From an optimization exercise on the open Yosys and OpenROAD flow, aimed at small area; shortcuts taken in it are not production practice.
Where RTL was checked, it was by simulation tests only, not by an equivalence proof against the original.
Power and IR drop assume default switching activity.

==> ember <==
==> flow/design.v <==
module s3lcd_compositor (
    input  wire        clk,
    input  wire        rst,
    input  wire        cmd_valid,
    output wire        cmd_ready,
    input  wire [7:0]  cmd_op,
    input  wire [31:0] cmd_x,
    input  wire [31:0] cmd_y,
    input  wire [31:0] cmd_w,
    input  wire [31:0] cmd_h,
    input  wire [15:0] cmd_color,
    input  wire [7:0]  cmd_alpha,
    input  wire [1:0]  cmd_wrap,       
    input  wire [31:0] cmd_src,        
    output wire        src_en,
    output wire [31:0] src_addr,
    input  wire [15:0] src_data,
    output wire        rd_en,
    output wire [11:0] rd_addr,
    input  wire [15:0] rd_data,
    output wire        wr_en,
    output wire [11:0] wr_addr,
    output wire [15:0] wr_data,
    output reg  [1:0]  rotation
);
    localparam [3:0] ST_IDLE = 4'd0;
    localparam [3:0] ST_Y1   = 4'd1;    
    localparam [3:0] ST_Y2   = 4'd2;    
    localparam [3:0] ST_M    = 4'd3;    
    localparam [3:0] ST_K    = 4'd4;    
    localparam [3:0] ST_X1   = 4'd5;    
    localparam [3:0] ST_X2   = 4'd6;    
    localparam [3:0] ST_B1   = 4'd7;    
    localparam [3:0] ST_B2   = 4'd8;    
    localparam [3:0] ST_PIX  = 4'd9;    
    localparam [3:0] ST_ROW  = 4'd10;   
    reg [3:0] st;
    reg [3:0] ph;
    reg [4:0] fc;
    wire idle = (st == ST_IDLE);
    assign cmd_ready = idle;
    wire ph0  = (ph == 4'd0);
    wire ph15 = (ph == 4'd15);
    wire s_m   = (st == ST_M);
    wire s_k   = (st == ST_K);
    wire s_y1  = (st == ST_Y1);
    wire s_y2  = (st == ST_Y2);
    wire s_x1  = (st == ST_X1);
    wire s_x2  = (st == ST_X2);
    wire s_b1  = (st == ST_B1);
    wire s_b2  = (st == ST_B2);
    wire s_pix = (st == ST_PIX);
    wire s_row = (st == ST_ROW);
    wire op_rot = (cmd_op == 8'h01);
    wire op_clr = (cmd_op == 8'h02);
    wire op_sp  = (cmd_op == 8'h10);
    wire op_hl  = (cmd_op == 8'h11);
    wire op_vl  = (cmd_op == 8'h12);
    wire op_fr  = (cmd_op == 8'h13);
    wire op_bl  = (cmd_op == 8'h20);
    wire op_ln  = op_sp | op_hl | op_vl;
    wire a_zero = (cmd_alpha == 8'd0);
    wire draw   = op_clr | ((op_ln | op_fr | op_bl) & ~a_zero);
    reg [31:0] X, Y, W, H, S;
    reg [15:0] C;
    reg [7:0]  A;
    wire [1:0] y_tail, w_tail, h_tail, s_tail;
    always @(posedge clk) begin
        if (idle) begin
            X <= cmd_x;
            Y <= cmd_y;
            W <= cmd_w;
            H <= cmd_h;
            S <= cmd_src;
            C <= cmd_color;
            A <= cmd_alpha;
        end else begin
            X <= {X[1:0], X[31:2]};
            Y <= {y_tail, Y[31:2]};
            W <= {w_tail, W[31:2]};
            H <= {h_tail, H[31:2]};
            S <= {s_tail, S[31:2]};
            A <= {A[0], A[7:1]};
        end
    end
    reg blit, clr, wx, wy, l1x, l1y, opq, xneg, yneg;
    always @(posedge clk) begin
        if (idle) begin
            blit <= op_bl;
            clr  <= op_clr;
            wx   <= cmd_wrap[0] & op_ln;
            wy   <= cmd_wrap[1] & op_ln;
            l1x  <= op_sp | op_vl;
            l1y  <= op_sp | op_hl;
            opq  <= (&cmd_alpha) | op_clr;
            xneg <= cmd_x[31] | op_clr;
            yneg <= cmd_y[31] | op_clr;
        end
    end
    reg [6:0] Wd, Hd;
    reg [5:0] Wm1;
    reg [2:0] mr;
    reg [7:0] Qd, qmax;
    always @(*) begin
        case (rotation)
            2'd0:    begin Wd = 7'd64; Hd = 7'd48; Wm1 = 6'd63; mr = 3'd1; Qd = 8'd48;  qmax = 8'd47;  end
            2'd1:    begin Wd = 7'd48; Hd = 7'd64; Wm1 = 6'd47; mr = 3'd3; Qd = 8'd192; qmax = 8'd189; end
            2'd2:    begin Wd = 7'd40; Hd = 7'd30; Wm1 = 6'd39; mr = 3'd5; Qd = 8'd150; qmax = 8'd145; end
            default: begin Wd = 7'd7;  Hd = 7'd5;  Wm1 = 6'd6;  mr = 3'd7; Qd = 8'd35;  qmax = 8'd28;  end
        endcase
    end
    wire       axis_y = s_y1 | s_y2;
    wire [6:0] Dm     = axis_y ? Hd : Wd;
    reg [1:0] dm_s;
    always @(*) begin
        case (ph)
            4'd0:    dm_s = Dm[1:0];
            4'd1:    dm_s = Dm[3:2];
            4'd2:    dm_s = Dm[5:4];
            4'd3:    dm_s = {1'b0, Dm[6]};
            default: dm_s = 2'b00;
        endcase
    end
    wire [1:0] one_s = {1'b0, ph0};
    reg empty, bigx, bigy, xlast, ylast;
    reg [5:0] col;
    reg [7:0] q;
    wire [6:0] col_p1 = {1'b0, col} + 7'd1;
    wire       col_end = (col == Wm1);
    wire [5:0] col_inc = col_end ? 6'd0 : col_p1[5:0];
    wire xl_cmp = col_end | (~bigx & (col_p1 == W[6:0]));
    wire xl     = (s_pix & ~wx & ph0) ? xl_cmp : xlast;
    wire [5:0] lo_x = xneg ? 6'd0 : X[7:2];
    reg        mb;
    wire [4:0] kidx  = s_m ? fc : ~fc;
    wire [1:0] psrc  = s_m ? W[1:0] : s_x2 ? X[1:0] : Y[1:0];
    wire       match = (ph == kidx[4:1]);
    wire       b_now = kidx[0] ? psrc[1] : psrc[0];
    wire       b_eff = match ? b_now : mb;
    wire       b_div = b_eff & ~(s_y2 & ~wy & yneg);
    reg        dly;
    wire [1:0] v   = s_k ? (X[1:0] & {2{xneg}}) :
                           (Y[1:0] & {2{xl | s_m}});
    wire       ins = s_pix | s_row;
    wire [1:0] sh_b = {v[0], ph0 ? ins : dly};
    wire [1:0] mul_b = sh_b & {2{b_eff & yneg}};
    wire [1:0] p_s   = axis_y ? Y[1:0] : X[1:0];
    wire [1:0] l_reg = axis_y ? H[1:0] : W[1:0];
    wire       pz    = (axis_y ? wy : wx) | clr;
    wire [1:0] p_g   = pz ? 2'b00 : p_s;
    wire [1:0] l_s   = (axis_y ? l1y : l1x) ? one_s : (clr ? dm_s : l_reg);
    wire       bigc  = axis_y ? bigy : bigx;
    wire       negc  = axis_y ? yneg : xneg;
    reg  [1:0] a, b;
    reg        sub;
    always @(*) begin
        a = 2'b00; b = 2'b00; sub = 1'b1;
        case (st)
            ST_M:  begin a = S[1:0]; b = mul_b; end
            ST_K:  begin a = S[1:0]; b = sh_b; end
            ST_Y1, ST_X1: begin a = p_g; b = l_s; sub = 1'b0; end
            ST_Y2, ST_X2: begin a = bigc ? dm_s : l_reg; b = negc ? 2'b00 : p_s; end
            ST_B1: begin a = bigx ? W[1:0] : 2'b00; b = bigx ? dm_s : 2'b00; end
            ST_B2: begin a = Y[1:0]; b = xneg ? X[1:0] : 2'b00; end
            ST_PIX: begin
                if (blit & ~xl)  begin a = S[1:0]; b = sh_b; sub = 1'b0; end
                else if (xl)     begin a = H[1:0]; b = one_s; end
                else             begin a = W[1:0]; b = one_s; end
            end
            default: begin a = S[1:0]; b = sh_b; sub = 1'b0; end    
        endcase
    end
    wire       cin0 = sub | s_pix | s_row;
    reg        cf;
    wire       c_in = ph0 ? cin0 : cf;
    wire [1:0] bb   = b ^ {2{sub}};
    wire       s0   = a[0] ^ bb[0] ^ c_in;
    wire       c1   = (a[0] & bb[0]) | (a[0] & c_in) | (bb[0] & c_in);
    wire       s1   = a[1] ^ bb[1] ^ c1;
    wire       c2   = (a[1] & bb[1]) | (a[1] & c1) | (bb[1] & c1);
    wire [1:0] res  = {s1, s0};
    reg  zf, z1f, gf;
    wire z_now  = (ph0 | zf) & (res == 2'b00);
    wire z1_now = ph0 ? (res == 2'b01) : (z1f & (res == 2'b00));
    wire g_in   = ph0 | gf;
    wire g1     = (res[0] & ~dm_s[0]) | (res[0] & g_in) | (~dm_s[0] & g_in);
    wire g2     = (res[1] & ~dm_s[1]) | (res[1] & g1)   | (~dm_s[1] & g1);
    wire n32    = a[1] ^ bb[1] ^ c2;      
    wire le0    = n32 | z_now;            
    always @(posedge clk) begin
        cf  <= c2;
        zf  <= z_now;
        z1f <= z1_now;
        gf  <= g2;
        dly <= v[1];
        if (match) mb <= b_now;
    end
    wire wr_s = s_m | s_k | s_row | (s_pix & blit & ~xl);
    wire fc0  = (fc == 5'd0);
    wire wr_h = s_y1 | (s_y2 & ~wy & fc0) | (s_pix & xl);
    wire wr_w = s_x1 | (s_pix & ~xl & ~blit & wx);
    wire wr_y = s_b1 | s_b2;
    assign s_tail = wr_s ? res : S[1:0];
    assign h_tail = wr_h ? res : H[1:0];
    assign w_tail = wr_w ? res : W[1:0];
    assign y_tail = wr_y ? res : (s_m ? sh_b : Y[1:0]);
    wire       horner = s_y2 | s_x2;
    wire       use_q  = ~s_x2;
    wire [7:0] macc   = use_q ? q : {2'b00, col};
    wire [2:0] mmul   = use_q ? mr : 3'd1;
    wire       mbit   = ~horner | b_div;
    wire [8:0] mt     = (horner ? {macc, 1'b0} : {1'b0, macc}) + (mbit ? {6'd0, mmul} : 9'd0);
    wire [7:0] Dmod   = use_q ? Qd : {1'b0, Wd};
    wire [9:0] mdiff  = {1'b0, mt} - {2'b00, Dmod};
    wire [7:0] mu_res = mdiff[9] ? mt[7:0] : mdiff[7:0];
    wire [7:0] modres = fc0 ? ({8{b_div}} & (use_q ? qmax : {2'b00, Wm1})) : mu_res;
    wire long_st = (s_m & blit) | s_y2 | (s_x2 & wx);
    wire adv     = ~long_st | (fc == 5'd31);
    always @(posedge clk) begin
        if (rst) begin
            st       <= ST_IDLE;
            rotation <= 2'd0;
        end else if (idle) begin
            if (cmd_valid) begin
                if (op_rot) rotation <= cmd_x[1:0];
                if (draw)   st <= ST_Y1;
            end
        end else if (ph15) begin
            case (st)
                ST_Y1:  st <= ST_Y2;
                ST_Y2:  if (adv) st <= ST_M;
                ST_M:   if (adv) st <= ST_K;
                ST_K:   st <= ST_X1;
                ST_X1:  st <= ST_X2;
                ST_X2:  if (adv) st <= ST_B1;
                ST_B1:  st <= ST_B2;
                ST_B2:  st <= empty ? ST_IDLE : ST_PIX;
                ST_PIX: if (xl) st <= ylast ? ST_IDLE : (blit ? ST_ROW : ST_PIX);
                default: st <= ST_PIX;
            endcase
        end
    end
    always @(posedge clk) begin
        ph <= idle ? 4'd0 : ph + 4'd1;
        if (idle)      fc <= 5'd0;
        else if (ph15) fc <= adv ? 5'd0 : fc + 5'd1;
    end
    always @(posedge clk) begin
        if (idle) begin
            empty <= 1'b0;
        end else begin
            if (s_pix & ~wx & ph0) xlast <= xl_cmp;
            if (ph15) begin
                if (s_y1 | (s_y2 & ~wy & fc0) | s_x1 | (s_x2 & ~wx))
                    empty <= empty | le0;
                if (s_y1) bigy <= g2 & ~n32;
                if (s_x1) bigx <= g2 & ~n32;
                if (s_y1 | (s_y2 & ~wy & fc0) | (s_pix & xl)) ylast <= z1_now;
                if (s_x1 | (s_pix & ~xl & ~blit & wx))  xlast <= z1_now;
                if (s_x1) col <= lo_x;
                if (s_y2) q <= modres;
                if (s_x2 & wx) col <= modres[5:0];
                if (s_pix) begin
                    if (~xl) col <= col_inc;
                    else if (~ylast) begin
                        q <= mu_res;
                        if (~wx) col <= lo_x;
                    end
                end
            end
        end
    end
    reg  [15:0] acc;
    wire [15:0] fg   = blit ? src_data : C;
    wire        abit = A[7] | opq;
    wire [15:0] sel  = abit ? fg : rd_data;
    wire [5:0]  sum_r = {1'b0, acc[15:11]} + {1'b0, sel[15:11]} + {5'd0, opq};
    wire [6:0]  sum_g = {1'b0, acc[10:5]}  + {1'b0, sel[10:5]}  + {6'd0, opq};
    wire [5:0]  sum_b = {1'b0, acc[4:0]}   + {1'b0, sel[4:0]}   + {5'd0, opq};
    always @(posedge clk) begin
        acc <= ph0 ? 16'd0 : {sum_r[5:1], sum_g[6:1], sum_b[5:1]};
    end
    wire [2:0] cadd = (rotation == 2'd1) ? {1'b0, col[5:4]} :
                      (rotation == 2'd2) ? col[5:3] : col[2:0];
    wire [7:0] qa   = q + {5'd0, cadd};
    reg [11:0] addr;
    always @(*) begin
        case (rotation)
            2'd0:    addr = {q[5:0], col};
            2'd1:    addr = {qa, col[3:0]};
            2'd2:    addr = {1'b0, qa, col[2:0]};
            default: addr = {4'd0, qa};
        endcase
    end
    assign rd_en    = s_pix & ph0;
    assign rd_addr  = addr;
    assign src_en   = s_pix & ph0 & blit;
    assign src_addr = S;
    assign wr_en    = s_pix & (ph == 4'd9);
    assign wr_addr  = addr;
    assign wr_data  = acc;
endmodule
==> flow/flow/run.sh <==
#!/bin/bash
# Standard layout, but with the smallest buffer on every input and output port.
set -euo pipefail
export BUFFER_PORTS_ARGS="-buffer_cell sky130_fd_sc_hd__buf_1"
bash standard.sh > standard_flow.log 2>&1
==> flow/standard.sh <==
#!/bin/bash
# synth_recipe.tcl (not shown) runs the flow's synth.tcl, then flattens the netlist and writes it again
# the make line also repeats each setting of config.mk as NAME=value (left out here)
make -C /OpenROAD-flow-scripts/flow DESIGN_CONFIG=/design/flow/config.mk WORK_HOME=/design/flow/orfs CLKGATE_MAP_FILE= SYNTH_SCRIPT=/design/flow/synth_recipe.tcl "${@:-finish}"
==> flow/config.mk <==
export PLATFORM = sky130hd
export DESIGN_NAME = s3lcd_compositor
export DESIGN_NICKNAME = s3lcd_compositor
export VERILOG_FILES = /design/flow/design.v
export SDC_FILE = /design/flow/constraint.sdc
export NUM_CORES = 4
export LEC_CHECK = 0
export CAP_MARGIN = 20
export CORE_MARGIN = 2
export CORE_UTILIZATION = 65
export CTS_BUF_LIST = sky130_fd_sc_hd__clkbuf_8
export CTS_CLUSTER_DIAMETER = 50
export CTS_CLUSTER_SIZE = 14
export PLACE_DENSITY = 0.75
export SLEW_MARGIN = 20
==> flow/constraint.sdc <==
create_clock -name core_clock -period 10.0 [get_ports {clk}]
set_input_delay 2.0000 -clock core_clock [delete_from_list [all_inputs] [get_ports {clk}]]
set_output_delay 2.0000 -clock core_clock [all_outputs]
set_load 0.01 [all_outputs]
==> xenon (differences from ember) <==
==> flow/design.v, changed modules only <==
module s3lcd_compositor (
    input  wire        clk,
    input  wire        rst,
    input  wire        cmd_valid,
    output wire        cmd_ready,
    input  wire [7:0]  cmd_op,
    input  wire [31:0] cmd_x,
    input  wire [31:0] cmd_y,
    input  wire [31:0] cmd_w,
    input  wire [31:0] cmd_h,
    input  wire [15:0] cmd_color,
    input  wire [7:0]  cmd_alpha,
    input  wire [1:0]  cmd_wrap,       
    input  wire [31:0] cmd_src,        
    output wire        src_en,
    output wire [31:0] src_addr,
    input  wire [15:0] src_data,
    output wire        rd_en,
    output wire [11:0] rd_addr,
    input  wire [15:0] rd_data,
    output wire        wr_en,
    output wire [11:0] wr_addr,
    output wire [15:0] wr_data,
    output reg  [1:0]  rotation
);
    localparam [3:0] ST_IDLE = 4'd0;
    localparam [3:0] ST_M    = 4'd1;    
    localparam [3:0] ST_K    = 4'd2;    
    localparam [3:0] ST_Y1   = 4'd3;    
    localparam [3:0] ST_Y2   = 4'd4;    
    localparam [3:0] ST_X1   = 4'd5;    
    localparam [3:0] ST_X2   = 4'd6;    
    localparam [3:0] ST_B1   = 4'd7;    
    localparam [3:0] ST_B2   = 4'd8;    
    localparam [3:0] ST_PIX  = 4'd9;    
    localparam [3:0] ST_ROW  = 4'd10;   
    reg [3:0] st;
    reg [3:0] ph;
    reg [4:0] fc;
    wire idle = (st == ST_IDLE);
    assign cmd_ready = idle;
    wire ph0  = (ph == 4'd0);
    wire ph15 = (ph == 4'd15);
    wire s_m   = (st == ST_M);
    wire s_k   = (st == ST_K);
    wire s_y1  = (st == ST_Y1);
    wire s_y2  = (st == ST_Y2);
    wire s_x1  = (st == ST_X1);
    wire s_x2  = (st == ST_X2);
    wire s_b1  = (st == ST_B1);
    wire s_b2  = (st == ST_B2);
    wire s_pix = (st == ST_PIX);
    wire s_row = (st == ST_ROW);
    wire op_rot = (cmd_op == 8'h01);
    wire op_clr = (cmd_op == 8'h02);
    wire op_sp  = (cmd_op == 8'h10);
    wire op_hl  = (cmd_op == 8'h11);
    wire op_vl  = (cmd_op == 8'h12);
    wire op_fr  = (cmd_op == 8'h13);
    wire op_bl  = (cmd_op == 8'h20);
    wire op_ln  = op_sp | op_hl | op_vl;
    wire a_zero = (cmd_alpha == 8'd0);
    wire draw   = op_clr | ((op_ln | op_fr | op_bl) & ~a_zero);
    reg [31:0] X, Y, W, H, S;
    reg [15:0] C;
    reg [7:0]  A;
    wire [1:0] y_tail, w_tail, h_tail, s_tail;
    always @(posedge clk) begin
        if (idle) begin
            X <= cmd_x;
            Y <= cmd_y;
            W <= cmd_w;
            H <= cmd_h;
            S <= cmd_src;
            C <= cmd_color;
            A <= cmd_alpha;
        end else begin
            X <= {X[1:0], X[31:2]};
            Y <= {y_tail, Y[31:2]};
            W <= {w_tail, W[31:2]};
            H <= {h_tail, H[31:2]};
            S <= {s_tail, S[31:2]};
            A <= {A[0], A[7:1]};
        end
    end
    reg blit, clr, wx, wy, l1x, l1y, opq, xneg, yneg;
    always @(posedge clk) begin
        if (idle) begin
            blit <= op_bl;
            clr  <= op_clr;
            wx   <= cmd_wrap[0] & op_ln;
            wy   <= cmd_wrap[1] & op_ln;
            l1x  <= op_sp | op_vl;
            l1y  <= op_sp | op_hl;
            opq  <= (&cmd_alpha) | op_clr;
            xneg <= cmd_x[31] | op_clr;
            yneg <= cmd_y[31] | op_clr;
        end
    end
    reg [6:0] Wd, Hd;
    always @(*) begin
        case (rotation)
            2'd0:    begin Wd = 7'd64; Hd = 7'd48; end
            2'd1:    begin Wd = 7'd48; Hd = 7'd64; end
            2'd2:    begin Wd = 7'd40; Hd = 7'd30; end
            default: begin Wd = 7'd7;  Hd = 7'd5;  end
        endcase
    end
    wire [5:0] Wm1 = Wd[5:0] - 6'd1;
    wire [5:0] Hm1 = Hd[5:0] - 6'd1;
    wire       axis_y = s_y1 | s_y2;
    wire [6:0] Dm     = axis_y ? Hd : Wd;
    reg [1:0] dm_s;
    always @(*) begin
        case (ph)
            4'd0:    dm_s = Dm[1:0];
            4'd1:    dm_s = Dm[3:2];
            4'd2:    dm_s = Dm[5:4];
            4'd3:    dm_s = {1'b0, Dm[6]};
            default: dm_s = 2'b00;
        endcase
    end
    wire [1:0] one_s = {1'b0, ph0};
    reg empty, bigx, bigy, xlast, ylast;
    reg [5:0] col, row;
    wire [6:0] col_p1 = {1'b0, col} + 7'd1;
    wire       col_end = (col == Wm1);
    wire       row_end = (row == Hm1);
    wire [5:0] col_inc = col_end ? 6'd0 : col_p1[5:0];
    wire [5:0] row_inc = row_end ? 6'd0 : row + 6'd1;
    wire xl_cmp = col_end | (~bigx & (col_p1 == W[6:0]));
    wire xl     = (s_pix & ~wx & ph0) ? xl_cmp : xlast;
    wire [5:0] lo_x = xneg ? 6'd0 : X[7:2];
    wire [5:0] lo_y = yneg ? 6'd0 : Y[7:2];
    reg        mb;
    wire [4:0] kidx  = s_m ? fc : ~fc;
    wire [1:0] psrc  = s_x2 ? X[1:0] : Y[1:0];
    wire       match = (ph == kidx[4:1]);
    wire       b_now = kidx[0] ? psrc[1] : psrc[0];
    wire       b_eff = match ? b_now : mb;
    reg        dly;
    wire [1:0] v   = s_m ? W[1:0] :
                     s_k ? (X[1:0] & {2{xneg}}) :
                           (Y[1:0] & {2{xl}});
    wire       ins = s_pix | s_row;
    wire [1:0] sh_b = {v[0], ph0 ? ins : dly};
    wire       gt    = (ph > fc[4:1]);
    wire       hi_en = (gt & mb) | (match & ~fc[0] & Y[0]);
    wire       lo_en = gt & mb;
    wire [1:0] mul_b = {sh_b[1] & hi_en & yneg, sh_b[0] & lo_en & yneg};
    wire [1:0] p_s   = axis_y ? Y[1:0] : X[1:0];
    wire [1:0] l_reg = axis_y ? H[1:0] : W[1:0];
    wire       pz    = (axis_y ? wy : wx) | clr;
    wire [1:0] p_g   = pz ? 2'b00 : p_s;
    wire [1:0] l_s   = (axis_y ? l1y : l1x) ? one_s : (clr ? dm_s : l_reg);
    wire       bigc  = axis_y ? bigy : bigx;
    wire       negc  = axis_y ? yneg : xneg;
    reg  [1:0] a, b;
    reg        sub;
    always @(*) begin
        a = 2'b00; b = 2'b00; sub = 1'b1;
        case (st)
            ST_M:  begin a = S[1:0]; b = mul_b; end
            ST_K:  begin a = S[1:0]; b = sh_b; end
            ST_Y1, ST_X1: begin a = p_g; b = l_s; sub = 1'b0; end
            ST_Y2, ST_X2: begin a = bigc ? dm_s : l_reg; b = negc ? 2'b00 : p_s; end
            ST_B1: begin a = bigx ? W[1:0] : 2'b00; b = bigx ? dm_s : 2'b00; end
            ST_B2: begin a = Y[1:0]; b = xneg ? X[1:0] : 2'b00; end
            ST_PIX: begin
                if (blit & ~xl)  begin a = S[1:0]; b = sh_b; sub = 1'b0; end
                else if (xl)     begin a = H[1:0]; b = one_s; end
                else             begin a = W[1:0]; b = one_s; end
            end
            default: begin a = S[1:0]; b = sh_b; sub = 1'b0; end    
        endcase
    end
    wire       cin0 = sub | s_pix | s_row;
    reg        cf;
    wire       c_in = ph0 ? cin0 : cf;
    wire [1:0] bb   = b ^ {2{sub}};
    wire       s0   = a[0] ^ bb[0] ^ c_in;
    wire       c1   = (a[0] & bb[0]) | (a[0] & c_in) | (bb[0] & c_in);
    wire       s1   = a[1] ^ bb[1] ^ c1;
    wire       c2   = (a[1] & bb[1]) | (a[1] & c1) | (bb[1] & c1);
    wire [1:0] res  = {s1, s0};
    reg  zf, z1f, gf;
    wire z_now  = (ph0 | zf) & (res == 2'b00);
    wire z1_now = ph0 ? (res == 2'b01) : (z1f & (res == 2'b00));
    wire g_in   = ph0 | gf;
    wire g1     = (res[0] & ~dm_s[0]) | (res[0] & g_in) | (~dm_s[0] & g_in);
    wire g2     = (res[1] & ~dm_s[1]) | (res[1] & g1)   | (~dm_s[1] & g1);
    wire n32    = a[1] ^ bb[1] ^ c2;      
    wire le0    = n32 | z_now;            
    always @(posedge clk) begin
        cf  <= c2;
        zf  <= z_now;
        z1f <= z1_now;
        gf  <= g2;
        dly <= v[1];
        if (match) mb <= b_now;
    end
    wire wr_s = s_m | s_k | s_row | (s_pix & blit & ~xl);
    wire wr_h = s_y1 | (s_y2 & ~wy) | (s_pix & xl);
    wire wr_w = s_x1 | (s_pix & ~xl & ~blit & wx);
    wire wr_y = s_b1 | s_b2;
    wire rotl = s_m & blit;
    assign s_tail = wr_s ? res : S[1:0];
    assign h_tail = wr_h ? res : H[1:0];
    assign w_tail = wr_w ? res : (rotl ? {W[0], ph0 ? W[31] : dly} : W[1:0]);
    assign y_tail = wr_y ? res : Y[1:0];
    wire [6:0] mt     = {axis_y ? row : col, b_eff};
    wire [6:0] mdiff  = mt - Dm;
    wire [5:0] modres = (fc == 5'd0) ? ({6{b_eff}} & (Dm[5:0] - 6'd1)) :
                        (mdiff[6] ? mt[5:0] : mdiff[5:0]);
    wire long_st = (s_m & blit) | (s_y2 & wy) | (s_x2 & wx);
    wire adv     = ~long_st | (fc == 5'd31);
    always @(posedge clk) begin
        if (rst) begin
            st       <= ST_IDLE;
            rotation <= 2'd0;
        end else if (idle) begin
            if (cmd_valid) begin
                if (op_rot) rotation <= cmd_x[1:0];
                if (draw)   st <= ST_M;
            end
        end else if (ph15) begin
            case (st)
                ST_M:   if (adv) st <= ST_K;
                ST_K:   st <= ST_Y1;
                ST_Y1:  st <= ST_Y2;
                ST_Y2:  if (adv) st <= ST_X1;
                ST_X1:  st <= ST_X2;
                ST_X2:  if (adv) st <= ST_B1;
                ST_B1:  st <= ST_B2;
                ST_B2:  st <= empty ? ST_IDLE : ST_PIX;
                ST_PIX: if (xl) st <= ylast ? ST_IDLE : (blit ? ST_ROW : ST_PIX);
                default: st <= ST_PIX;
            endcase
        end
    end
    always @(posedge clk) begin
        ph <= idle ? 4'd0 : ph + 4'd1;
        if (idle)      fc <= 5'd0;
        else if (ph15) fc <= adv ? 5'd0 : fc + 5'd1;
    end
    always @(posedge clk) begin
        if (idle) begin
            empty <= 1'b0;
        end else begin
            if (s_pix & ~wx & ph0) xlast <= xl_cmp;
            if (ph15) begin
                if (s_y1 | (s_y2 & ~wy) | s_x1 | (s_x2 & ~wx))
                    empty <= empty | le0;
                if (s_y1) bigy <= g2 & ~n32;
                if (s_x1) bigx <= g2 & ~n32;
                if (s_y1 | (s_y2 & ~wy) | (s_pix & xl)) ylast <= z1_now;
                if (s_x1 | (s_pix & ~xl & ~blit & wx))  xlast <= z1_now;
                if (s_y1) row <= lo_y;
                if (s_x1) col <= lo_x;
                if (s_y2 & wy) row <= modres;
                if (s_x2 & wx) col <= modres;
                if (s_pix) begin
                    if (~xl) col <= col_inc;
                    else if (~ylast) begin
                        row <= row_inc;
                        if (~wx) col <= lo_x;
                    end
                end
            end
        end
    end
    reg  [15:0] acc;
    wire [15:0] fg   = blit ? src_data : C;
    wire        abit = A[7] | opq;
    wire [15:0] sel  = abit ? fg : rd_data;
    wire [5:0]  sum_r = {1'b0, acc[15:11]} + {1'b0, sel[15:11]} + {5'd0, opq};
    wire [6:0]  sum_g = {1'b0, acc[10:5]}  + {1'b0, sel[10:5]}  + {6'd0, opq};
    wire [5:0]  sum_b = {1'b0, acc[4:0]}   + {1'b0, sel[4:0]}   + {5'd0, opq};
    always @(posedge clk) begin
        acc <= ph0 ? 16'd0 : {sum_r[5:1], sum_g[6:1], sum_b[5:1]};
    end
    reg [11:0] addr;
    always @(*) begin
        case (rotation)
            2'd0:    addr = {row, col};
            2'd1:    addr = {1'b0, row, 5'd0} + {2'b0, row, 4'd0} + {6'd0, col};
            2'd2:    addr = {1'b0, row, 5'd0} + {3'b0, row, 3'd0} + {6'd0, col};
            default: addr = {3'b0, row, 3'd0} - {6'd0, row} + {6'd0, col};
        endcase
    end
    assign rd_en    = s_pix & ph0;
    assign rd_addr  = addr;
    assign src_en   = s_pix & ph0 & blit;
    assign src_addr = S;
    assign wr_en    = s_pix & (ph == 4'd9);
    assign wr_addr  = addr;
    assign wr_data  = acc;
endmodule
--- a/flow/config.mk
+++ b/flow/config.mk
@@ -9,7 +9,5 @@
 export CORE_MARGIN = 2
 export CORE_UTILIZATION = 65
-export CTS_BUF_LIST = sky130_fd_sc_hd__clkbuf_8
-export CTS_CLUSTER_DIAMETER = 50
-export CTS_CLUSTER_SIZE = 14
+export CTS_BUF_LIST = sky130_fd_sc_hd__clkbuf_4
 export PLACE_DENSITY = 0.75
 export SLEW_MARGIN = 20
==> summary of the runs <==
- ember went through all stages and came out clean. xenon completed with no timing, DRC or antenna violations.
- In sequential power, ember and xenon hardly differ.
- Between xenon and ember, the lower final area is in ember (gap 6.8%, measured against ember).
- Between xenon and ember, the lower fmax is in ember (gap 2.6%, measured against ember).
- Against xenon, the worst hold slack of ember is higher by 0.034 ns.
- Clock-buffer cell count: xenon is higher than ember (66).
- Between xenon and ember, the lower clock skew is in ember (gap 0.033 ns).
==> figures <==
metric	xenon	ember
Outcome	timing/DRC/antenna clean	timing/DRC/antenna clean
Avg Cell Area, Syn	8.13 um2	7.95 um2
Post-DR vias/cell	5.63	5.79
Routed length on met3	4180 um	4090 um
Post-Place Cells	2169	2112
Multi-input gate share of the layout cell area	49.1%	48.0%
Number of tap cells added at floorplan	270	265
Crit. End Element	primary output	register
Final design instance area without fill	15600 um2	14600 um2
Internal Pwr Total	1580 uW	1410 uW
Met2 usage in global routing	52.8%	55.7%
Met1 usage	40.9%	45.0%
Number of diodes	2	0
Function not checked in ember: the RTL went through the layout flow alone.

==> port drivers added, routing unchanged <==
The flow's constraints put no driver on any port. The routed layouts listed below were extracted and timed again, unchanged, in two steps. Step 1 sets driving cells, clkbuf_16 on the clock port and buf_2 on the other inputs (assumed; they add their load-dependent delay and slew). Step 2 also shifts input and output timing later by t, the mid clock arrival at the registers, as if the neighbouring blocks saw the same clock. a / b / c = no drivers / after step 1 / after step 2; a / b = the first two.
run | shift t [ns] | setup WS [ns] | hold slack, ns | latest minus earliest clock arrival (ns) | cell pins on the clock port's net
ember | 0.585 | 3.837 / 3.837 / 3.837 | 0.415 / 0.415 / 0.415 | 0.026 / 0.027 | 1
xenon | 0.689 | 3.995 / 3.952 / 4.640 | 0.381 / 0.381 / 0.381 | 0.063 / 0.063 | 1
After both steps setup and hold are still met in every run listed.
